This is an optimization exercise on Yosys and OpenROAD, whose aim is small area, a short achievable clock period and few clock cycles per item, not a production implementation. The RTL was checked by simulation tests, not by an equivalence proof against the original design. Power is estimated from default activity; no workload was simulated.

==> flow/design.v <==
module huff_build (
    input  wire        clk,
    input  wire        rst,
    input  wire        wr_en,
    input  wire [4:0]  wr_sym,
    input  wire [31:0] wr_freq,
    input  wire        start,
    input  wire [4:0]  size_m1,
    output wire        busy,
    output reg         done,
    output reg         err,
    input  wire [4:0]  rd_sym,
    output wire [7:0]  rd_len,
    output wire [31:0] rd_code
);
    localparam N  = 32;
    localparam WW = 37;    
    localparam S_IDLE  = 2'd0;
    localparam S_BUILD = 2'd1;
    localparam S_CAN   = 2'd2;
    reg [1:0]    state;
    reg [4:0]    nm1;
    reg [WW-1:0] aw [0:N-1];      
    reg [4:0]    aid[0:N-1];      
    reg          av [0:N-1];      
    reg [4:0]    grp  [0:N-1];    
    reg [4:0]    len_q[0:N-1];
    reg [30:0]   code_q[0:N-1];
    reg          ok_q [0:N-1];    
    reg [4:0]    lcur;
    reg [30:0]   base;
    integer i;
    assign busy    = (state != S_IDLE);
    assign rd_len  = ok_q[rd_sym] ? {3'b000, len_q[rd_sym]} : 8'd0;
    assign rd_code = ok_q[rd_sym] ? {1'b0, code_q[rd_sym]} : 32'd0;
    function integer slot_w(input integer k);
        begin
            if (k < 16)      slot_w = 37;
            else if (k < 24) slot_w = 36;
            else if (k < 28) slot_w = 35;
            else if (k < 30) slot_w = 34;
            else if (k < 31) slot_w = 33;
            else             slot_w = 32;
        end
    endfunction
    wire do_wr    = (state == S_IDLE) && wr_en && !start;
    wire do_start = (state == S_IDLE) && start;
    wire [N-1:0] dead;            
    wire [N-1:0] live_in;         
    genvar g;
    generate
        for (g = 0; g < N; g = g + 1) begin : g_dead
            assign dead[g]    = av[g] && (aid[g] > nm1);
            assign live_in[g] = av[g] && (aid[g] <= size_m1);
        end
    endgenerate
    wire any_dead = |dead;
    wire do_clean = (state == S_BUILD) && any_dead;
    wire do_merge = (state == S_BUILD) && !any_dead && av[1];
    wire do_lone  = (state == S_BUILD) && !any_dead && !av[1];
    wire last_mrg = do_merge && !av[2];
    wire [WW-1:0] sum = aw[0] + aw[1];
    wire [4:0]    ida = aid[0];
    wire [4:0]    idb = aid[1];
    wire [WW-1:0] kx  = do_merge ? sum : {{(WW-32){1'b0}}, wr_freq};
    wire [4:0]    ky  = do_merge ? 5'd1 : wr_sym;
    wire          ins = do_merge || (do_wr && (wr_freq != 32'd0));
    wire [N+1:0] lt;              
    wire [N+1:0] mt;              
    wire [N-1:0] dp;              
    assign lt[N] = 1'b0;
    assign lt[N+1] = 1'b0;
    assign mt[N] = 1'b0;
    assign mt[N+1] = 1'b0;
    generate
        for (g = 0; g < N; g = g + 1) begin : g_cmp
            wire [4:0] idk = do_merge ? 5'd0 : aid[g];
            assign lt[g] = av[g] && ({aw[g], idk} < {kx, ky});
            assign mt[g] = do_clean ? dead[g] : (do_wr && av[g] && aid[g] == wr_sym);
        end
    endgenerate
    assign dp[0] = mt[0];
    generate
        for (g = 1; g < N; g = g + 1) begin : g_pre
            assign dp[g] = dp[g-1] | mt[g];
        end
    endgenerate
    wire [WW-1:0] pw [0:N+1];     
    wire [4:0]    pid[0:N+1];
    wire          pv [0:N+1];
    generate
        for (g = 0; g < N + 2; g = g + 1) begin : g_pad
            if (g < N) begin : g_in
                assign pw[g]  = aw[g];
                assign pid[g] = aid[g];
                assign pv[g]  = av[g];
            end else begin : g_out
                assign pw[g]  = {WW{1'b0}};
                assign pid[g] = 5'd0;
                assign pv[g]  = 1'b0;
            end
        end
    endgenerate
    wire [WW-1:0] rw [0:N-1];
    wire [4:0]    rid[0:N-1];
    wire          rv [0:N-1];
    wire [N-1:0]  rlt;
    generate
        for (g = 0; g < N; g = g + 1) begin : g_rem
            assign rw[g]  = do_merge ? pw[g+2]  : dp[g] ? pw[g+1]  : pw[g];
            assign rid[g] = do_merge ? pid[g+2] : dp[g] ? pid[g+1] : pid[g];
            assign rv[g]  = do_merge ? pv[g+2]  : dp[g] ? pv[g+1]  : pv[g];
            assign rlt[g] = do_merge ? lt[g+2]  : dp[g] ? lt[g+1]  : lt[g];
        end
    endgenerate
    wire [N-1:0] inb;             
    wire [N-1:0] hit;             
    wire [N-1:0] cmask;           
    wire [N-1:0] cand;            
    generate
        for (g = 0; g < N; g = g + 1) begin : g_sym
            assign inb[g]   = (g <= nm1);
            assign hit[g]   = (grp[g] == ida) || (grp[g] == idb);
            assign cmask[g] = inb[g] && (len_q[g] == lcur);
            assign cand[g]  = last_mrg ? hit[g] : (inb[g] && (len_q[g] > lcur));
        end
    endgenerate
    reg [N-1:0] mc;
    reg [4:0]   lmin;
    reg         any0;
    integer b, j;
    always @(*) begin
        mc = cand;
        for (b = 4; b >= 0; b = b - 1) begin
            any0 = 1'b0;
            for (j = 0; j < N; j = j + 1)
                any0 = any0 | (mc[j] & ~len_q[j][b]);
            lmin[b] = ~any0;
            if (any0)
                for (j = 0; j < N; j = j + 1)
                    mc[j] = mc[j] & ~len_q[j][b];
        end
    end
    wire any_cand = |cand;
    reg [5:0] rank [0:N];
    integer k;
    always @(*) begin
        rank[0] = 6'd0;
        for (k = 0; k < N; k = k + 1)
            rank[k+1] = rank[k] + {5'd0, cmask[k]};
    end
    wire [5:0]  lo_sum [0:N-1];
    wire [25:0] base_hi1 = base[30:5] + 26'd1;
    generate
        for (g = 0; g < N; g = g + 1) begin : g_code
            assign lo_sum[g] = {1'b0, base[4:0]} + rank[g];
        end
    endgenerate
    wire [4:0]  lstep = lmin - lcur;
    wire [30:0] base_cnt = base + {25'd0, rank[N]};
    wire [30:0] base_nxt = base_cnt << lstep;
    wire clr_all = (do_start && !(|live_in)) || last_mrg || do_lone;
    wire upd     = do_wr || do_clean || do_merge;
    wire [WW-1:0] nwa [0:N-1];
    wire [4:0]    nia [0:N-1];
    wire          nva [0:N-1];
    generate
        for (g = 0; g < N; g = g + 1) begin : g_slot
            localparam integer SW = slot_w(g);
            wire at_new  = ins && !rlt[g] && ((g == 0) || rlt[(g == 0) ? 0 : g-1]);
            wire shifted = ins && !rlt[g];
            wire [WW-1:0] nw = at_new  ? kx :
                               shifted ? rw[(g == 0) ? 0 : g-1] : rw[g];
            assign nwa[g] = {{(WW-SW){1'b0}}, nw[SW-1:0]};
            assign nia[g] = at_new  ? (do_merge ? ida : wr_sym) :
                            shifted ? rid[(g == 0) ? 0 : g-1] : rid[g];
            assign nva[g] = at_new  ? 1'b1 :
                            shifted ? rv[(g == 0) ? 0 : g-1] : rv[g];
        end
    endgenerate
    always @(posedge clk) begin
        for (i = 0; i < N; i = i + 1) begin
            if (rst || clr_all)
                av[i] <= 1'b0;
            else if (upd)
                av[i] <= nva[i];
            if (upd) begin
                aw[i]  <= nwa[i];
                aid[i] <= nia[i];
            end
        end
    end
    always @(posedge clk) begin
        if (rst) begin
            state <= S_IDLE;
            done  <= 1'b0;
            err   <= 1'b0;
            for (i = 0; i < N; i = i + 1)
                ok_q[i] <= 1'b0;
        end else begin
            done <= 1'b0;
            case (state)
            S_IDLE: begin
                if (start) begin
                    nm1 <= size_m1;
                    if (!(|live_in)) begin
                        err  <= 1'b1;
                        done <= 1'b1;
                    end else begin
                        err   <= 1'b0;
                        state <= S_BUILD;
                        for (i = 0; i < N; i = i + 1) begin
                            grp[i] <= i[4:0];
                            if (i <= size_m1) begin
                                len_q[i] <= 5'd0;
                                ok_q[i]  <= 1'b0;
                            end
                        end
                    end
                end
            end
            S_BUILD: begin
                if (do_merge) begin
                    for (i = 0; i < N; i = i + 1)
                        if (hit[i]) begin
                            len_q[i] <= len_q[i] + 5'd1;
                            grp[i]   <= ida;
                        end
                    if (last_mrg) begin
                        lcur  <= lmin + 5'd1;
                        base  <= 31'd0;
                        state <= S_CAN;
                    end
                end else if (do_lone) begin
                    for (i = 0; i < N; i = i + 1)
                        if (grp[i] == ida)
                            len_q[i] <= 5'd1;
                    lcur  <= 5'd1;
                    base  <= 31'd0;
                    state <= S_CAN;
                end
            end
            S_CAN: begin
                for (i = 0; i < N; i = i + 1)
                    if (cmask[i]) begin
                        code_q[i] <= {lo_sum[i][5] ? base_hi1 : base[30:5], lo_sum[i][4:0]};
                        ok_q[i]   <= 1'b1;
                    end
                if (any_cand) begin
                    lcur <= lmin;
                    base <= base_nxt;
                end else begin
                    done  <= 1'b1;
                    state <= S_IDLE;
                end
            end
            default: state <= S_IDLE;
            endcase
        end
    end
endmodule
==> flow/run.sh <==
#!/bin/bash
# synth_recipe.tcl (not shown) runs the flow's synth.tcl, then flattens the netlist and writes it again
# the make line also repeats each setting of config.mk as NAME=value (left out here)
make -C /OpenROAD-flow-scripts/flow DESIGN_CONFIG=/design/flow/config.mk WORK_HOME=/design/flow/orfs CLKGATE_MAP_FILE= SYNTH_SCRIPT=/design/flow/synth_recipe.tcl finish
==> flow/config.mk <==
export PLATFORM = sky130hd
export DESIGN_NAME = huff_build
export DESIGN_NICKNAME = huff_build
export VERILOG_FILES = /design/flow/design.v
export SDC_FILE = /design/flow/constraint.sdc
export NUM_CORES = 4
export LEC_CHECK = 0
export CAP_MARGIN = 20
export CORE_MARGIN = 2
export CORE_UTILIZATION = 40
export PLACE_DENSITY = 0.6
export SLEW_MARGIN = 20
==> flow/constraint.sdc <==
create_clock -name core_clock -period 10.0 [get_ports {clk}]
set_input_delay 2.0000 -clock core_clock [delete_from_list [all_inputs] [get_ports {clk}]]
set_output_delay 2.0000 -clock core_clock [all_outputs]
set_load 0.01 [all_outputs]
==> impl_metrics.yaml <==
outcome:
  status: "finished with violations"
  violations: "setup timing"
global_routing:
  antenna_found_initial: 89
  grt_pass1_wl_mm: 1514
  grt_pass1_vias: 197000
  overflow: 0
  grt_max_degree: 186
  grt_usage_pct: 37.25
min_path:
  hp-class: "reg2reg"
  hold_start: "ok_q[16]"
  whs_path_depth: 2
  worstHoldEndpoint: "ok_q[16]"
synth:
  ys_warn_count: 9
  synth_edf_count: 2666
  async_flop_share_pct: 0
  synth-seq-cells: 2734
  synth.avg_cell_area_um2: 9.061
  syn-cell-area_mm2: 0.2205
  ys_types: 96
  synth_ff_type: "edfxtp_1"
  ys_seq_area_share_pct: 36.93
  synth_cells: 24330
sta:
  setup_viol: 810
  period_needed_ns: 12.77
  fin_crit_sh_pct: 127.7
  worst_slack_ns: -2.772
  max_clock_freq_mhz: 78.29
  rsz0062_at_grt: "yes"
  drv_slew: 0
  slew-limit-headroom_pct: 16.28
  tns_ns: -374.69
  fin_skew_ns: 0.1602
  max_slew.worst_pin.slew_ns: 1.252
  hold_violations: 0
  fin_hold_ws_ns: 0.4818
floorplanning:
  core_area_mm2: 0.5489
  rows: 272
  die_h_um: 746.4
  die_w_um: 746.4
  fp.dieArea_mm2: 0.5571
  io_pins: 94
  start_util_pct: 40.16
setup_path:
  cp_max_fo: 6
  cp-startpoint: "lcur[4]"
  r2r_end: "base[23]"
  r2r_slack_ns: -2.77
  crit_slowest_cell: "fa_2"
  crit_path_start_kind: "register"
  r2r_cells: 59
  critical_path_class: "reg2reg"
  endpoint_kind: "register"
  critPathRequiredTime_ns: 10.82
  crit_arrival_ns: 13.59
  r2r_start: "lcur[4]"
  cp_common_cell: "ha_4"
  crit_path_max_incr_delay_ns: 0.56
place:
  gp_congestion: 1.012
  dpl.hpwl_mm: 783.1
  dp_cells: 32540
  io_buffers: 89
  place_area_mm2: 0.2487
  pre_cts_ws_ns: -5.599
drt:
  first_pass_iters: 7
  totalWireLength_mm: 1085
  routedWlPerCell_um: 32.62
  routed_via_density: 6.386
  post-route-drc-count: 0
  drt_iter0_markers: 33180
  num_vias: 212400
  ant_nets: 0
cts:
  cts_buffers: 341
  cts_tree: "yes"
  clk_pin_slew_worst_paths_ns: 0.07
  cts-root-buf: "clkbuf_16"
  cts.htree.levels: 5
  cts_max_path_buffers: 4
  cts_sinks: 2734
  clk_latency_ns: 1.10
job:
  maxCapViolCount: 0
pwr:
  ir_drop_uv: 678.4
  power_leakage_uw: 0.1031
  p_per_area_mw_per_mm2: 354.6
finish:
  final_area_mm2: 0.2633
  fin_cells: 33260
  areaGrowthSynthToFinish_pct: 19.41
  drive_gt1_share_pct: 15.42
  nets: 27830
[Yosys cell counts, drive strengths merged, types with 35 or more instances]
cell	instances	area share (%)
nor4	102	0.29
o21bai	48	0.16
a22oi	258	0.88
o211ai	72	0.25
nor2b	345	0.98
and3	93	0.26
and2	205	0.58
o31ai	48	0.16
nand2b	263	0.75
nor3	235	0.54
buf	245	0.44
a2111oi	64	0.25
a21oi	2264	5.1
a31oi	186	0.53
a211oi	170	0.58
or2	38	0.11
o21ai	2149	4.9
a22o	216	0.86
xnor2	959	3.9
o2111ai	38	0.15
o21a	143	0.49
inv	344	0.59
nor2	2271	3.9
xor2	498	2.0
o22ai	79	0.22
fa	35	0.32
edfxtp	2666	36
mux2i	1761	8.0
nand4	379	1.1
clkbuf	1526	2.6
dfxtp	68	0.62
ha	2047	12
nand3	363	0.82
o32ai	70	0.28
a221oi	292	1.2
nand2	2970	5.1
a21o	294	1.0
a211o	65	0.26
mux2	109	0.56
[metrics by stage]
| step | total power, uW | utilization (%) |
|---|---|---|
| floorplan | 44460 | - |
| detailed placement | 75950 | 45.31 |
| CTS | 90570 | 47.78 |
| global placement | 75410 | 45.30 |
| global route | 98090 | 47.95 |
| finish | 93360 | 47.96 |
[cell type report]
class / instances / area, um^2
multi-input combinational: 19470 / 135300
timing repair buffer: 2789 / 24950
fill: 51770 / 285700
sequential: 2734 / 81420
antenna: 38 / 95.09
tap: 7261 / 9085
clock inverter: 182 / 1972
clock buffer: 430 / 9099
inverter: 355 / 1358
[report_power, final]
part           switching (uW)  leakage (uW)  internal, uW
Combinational           33500        0.0726         22900
Clock                    5600       0.00536          7340
Sequential               5130        0.0251         18900
[sequential cells by signal, indices dropped and copies added, names as in the netlist]
name / cells
len_q: 160
av: 32
base: 31
code_q: 992
aw: 1153
state: 2
ok_q: 32
aid: 160
lcur: 5
err: 1
grp: 160
done: 1
nm1: 5
[routing by layer]
| layer | vias to the layer above | wire length (um) | global-route usage, % |
|---|---|---|---|
| met1 | 102900 | 445100 | 52.83 |
| met4 | 54 | 59870 | 16.62 |
| met2 | 14670 | 431200 | 52.20 |
| met5 | - | 331 | 0 |
| li1 | 92210 | - | - |
| met3 | 2616 | 148700 | 10.62 |
[critical path: cells and delay by family, from the launching register on]
family | cells | cell delay, ns
compound gates | 4 | 0.57
simple gates | 8 | 1.07
fa+ha+maj | 24 | 6.32
flops | 1 | 0.40
xor+xnor | 12 | 2.22
buf+inv | 8 | 1.00
mux | 3 | 0.97
[how the worst max path moves through the flow]
stage                            to  slack, ns  depth (start not counted)
after global routing       base[23]      -3.25                         60
after CTS                  base[29]      -2.78                         61
after global placement     base[26]      -5.65                         59
after detailed placement   base[29]      -5.60                         58
after floorplan           aid[0][0]     -13.23                         14
final                      base[23]      -2.77                         59
[kinds of logic (layout without fill, tap and decap cells)]
family / count (synthesis) / in the layout / synth area share [%]
simple gates: 7391 / 7391 / 14.77
compound gates: 6660 / 6660 / 18.09
flops: 2734 / 2734 / 36.93
buf+inv: 2126 / 3756 / 3.645
fa+ha+maj: 2084 / 2084 / 11.94
mux: 1872 / 1872 / 8.572
xor+xnor: 1463 / 1463 / 6.040
other cells: 1 / 42 / 0.001701
[timing repair]
action | CTS | global route
endpoints found under the setup margin | 1455 | 1671
resized for setup | 290 | 162
setup buffers | 59 | 18
endpoints found under the hold margin | 0 | 0
hold buffers | 0 | 0
gates cloned | 12 | 1
pin swaps | 122 | 90
[layout by cell type, fill, tap and decap left out, drive strengths merged, types with 102 or more instances in the layout]
cell / synthesis / final
and2: 205 / 205
xor2: 498 / 498
mux2i: 1761 / 1761
nand2: 2970 / 2970
clkinv: 11 / 138
nor3: 235 / 235
nor4: 102 / 102
a211oi: 170 / 170
a22o: 216 / 216
xnor2: 959 / 959
inv: 344 / 351
nor2b: 345 / 345
edfxtp: 2666 / 2666
a22oi: 258 / 258
ha: 2047 / 2047
mux2: 109 / 109
nand3: 363 / 363
a21o: 294 / 294
nor2: 2271 / 2271
nand4: 379 / 379
a31oi: 186 / 186
clkbuf: 1526 / 431
buf: 245 / 2705
a221oi: 292 / 292
o21a: 143 / 143
nand2b: 263 / 263
o21ai: 2149 / 2149
a21oi: 2264 / 2264
Testbench counts, summed over its fixed seeds: cycles 12,529, builds 192.

[static timing again, ports no longer ideal]
No port has a modelled driver above. Below, the same layout with a new extraction and two added sets of constraints. Step 1: set_driving_cell puts a clkbuf_16 on clk and a buf_2 on each other input, an assumption about the parent block. Step 2 adds t to the input delays and takes it off the output delays; t is the mean of the earliest and latest rising clock arrival at the registers after step 1. Input paths then give back, and output paths get back, about the clock's delay inside the block. Three values: no drivers, after step 1, after step 2; two values: the first two.
t (ns): 1.144
setup WS [ns]: -2.772 / -2.772 / -2.772
worst setup path at the end: register to register
slew at the worst register clock pin (ns): 0.07 / 0.07
The setup slack of this run moves by 0.000 ns with the drivers and by 0.000 ns with both steps.
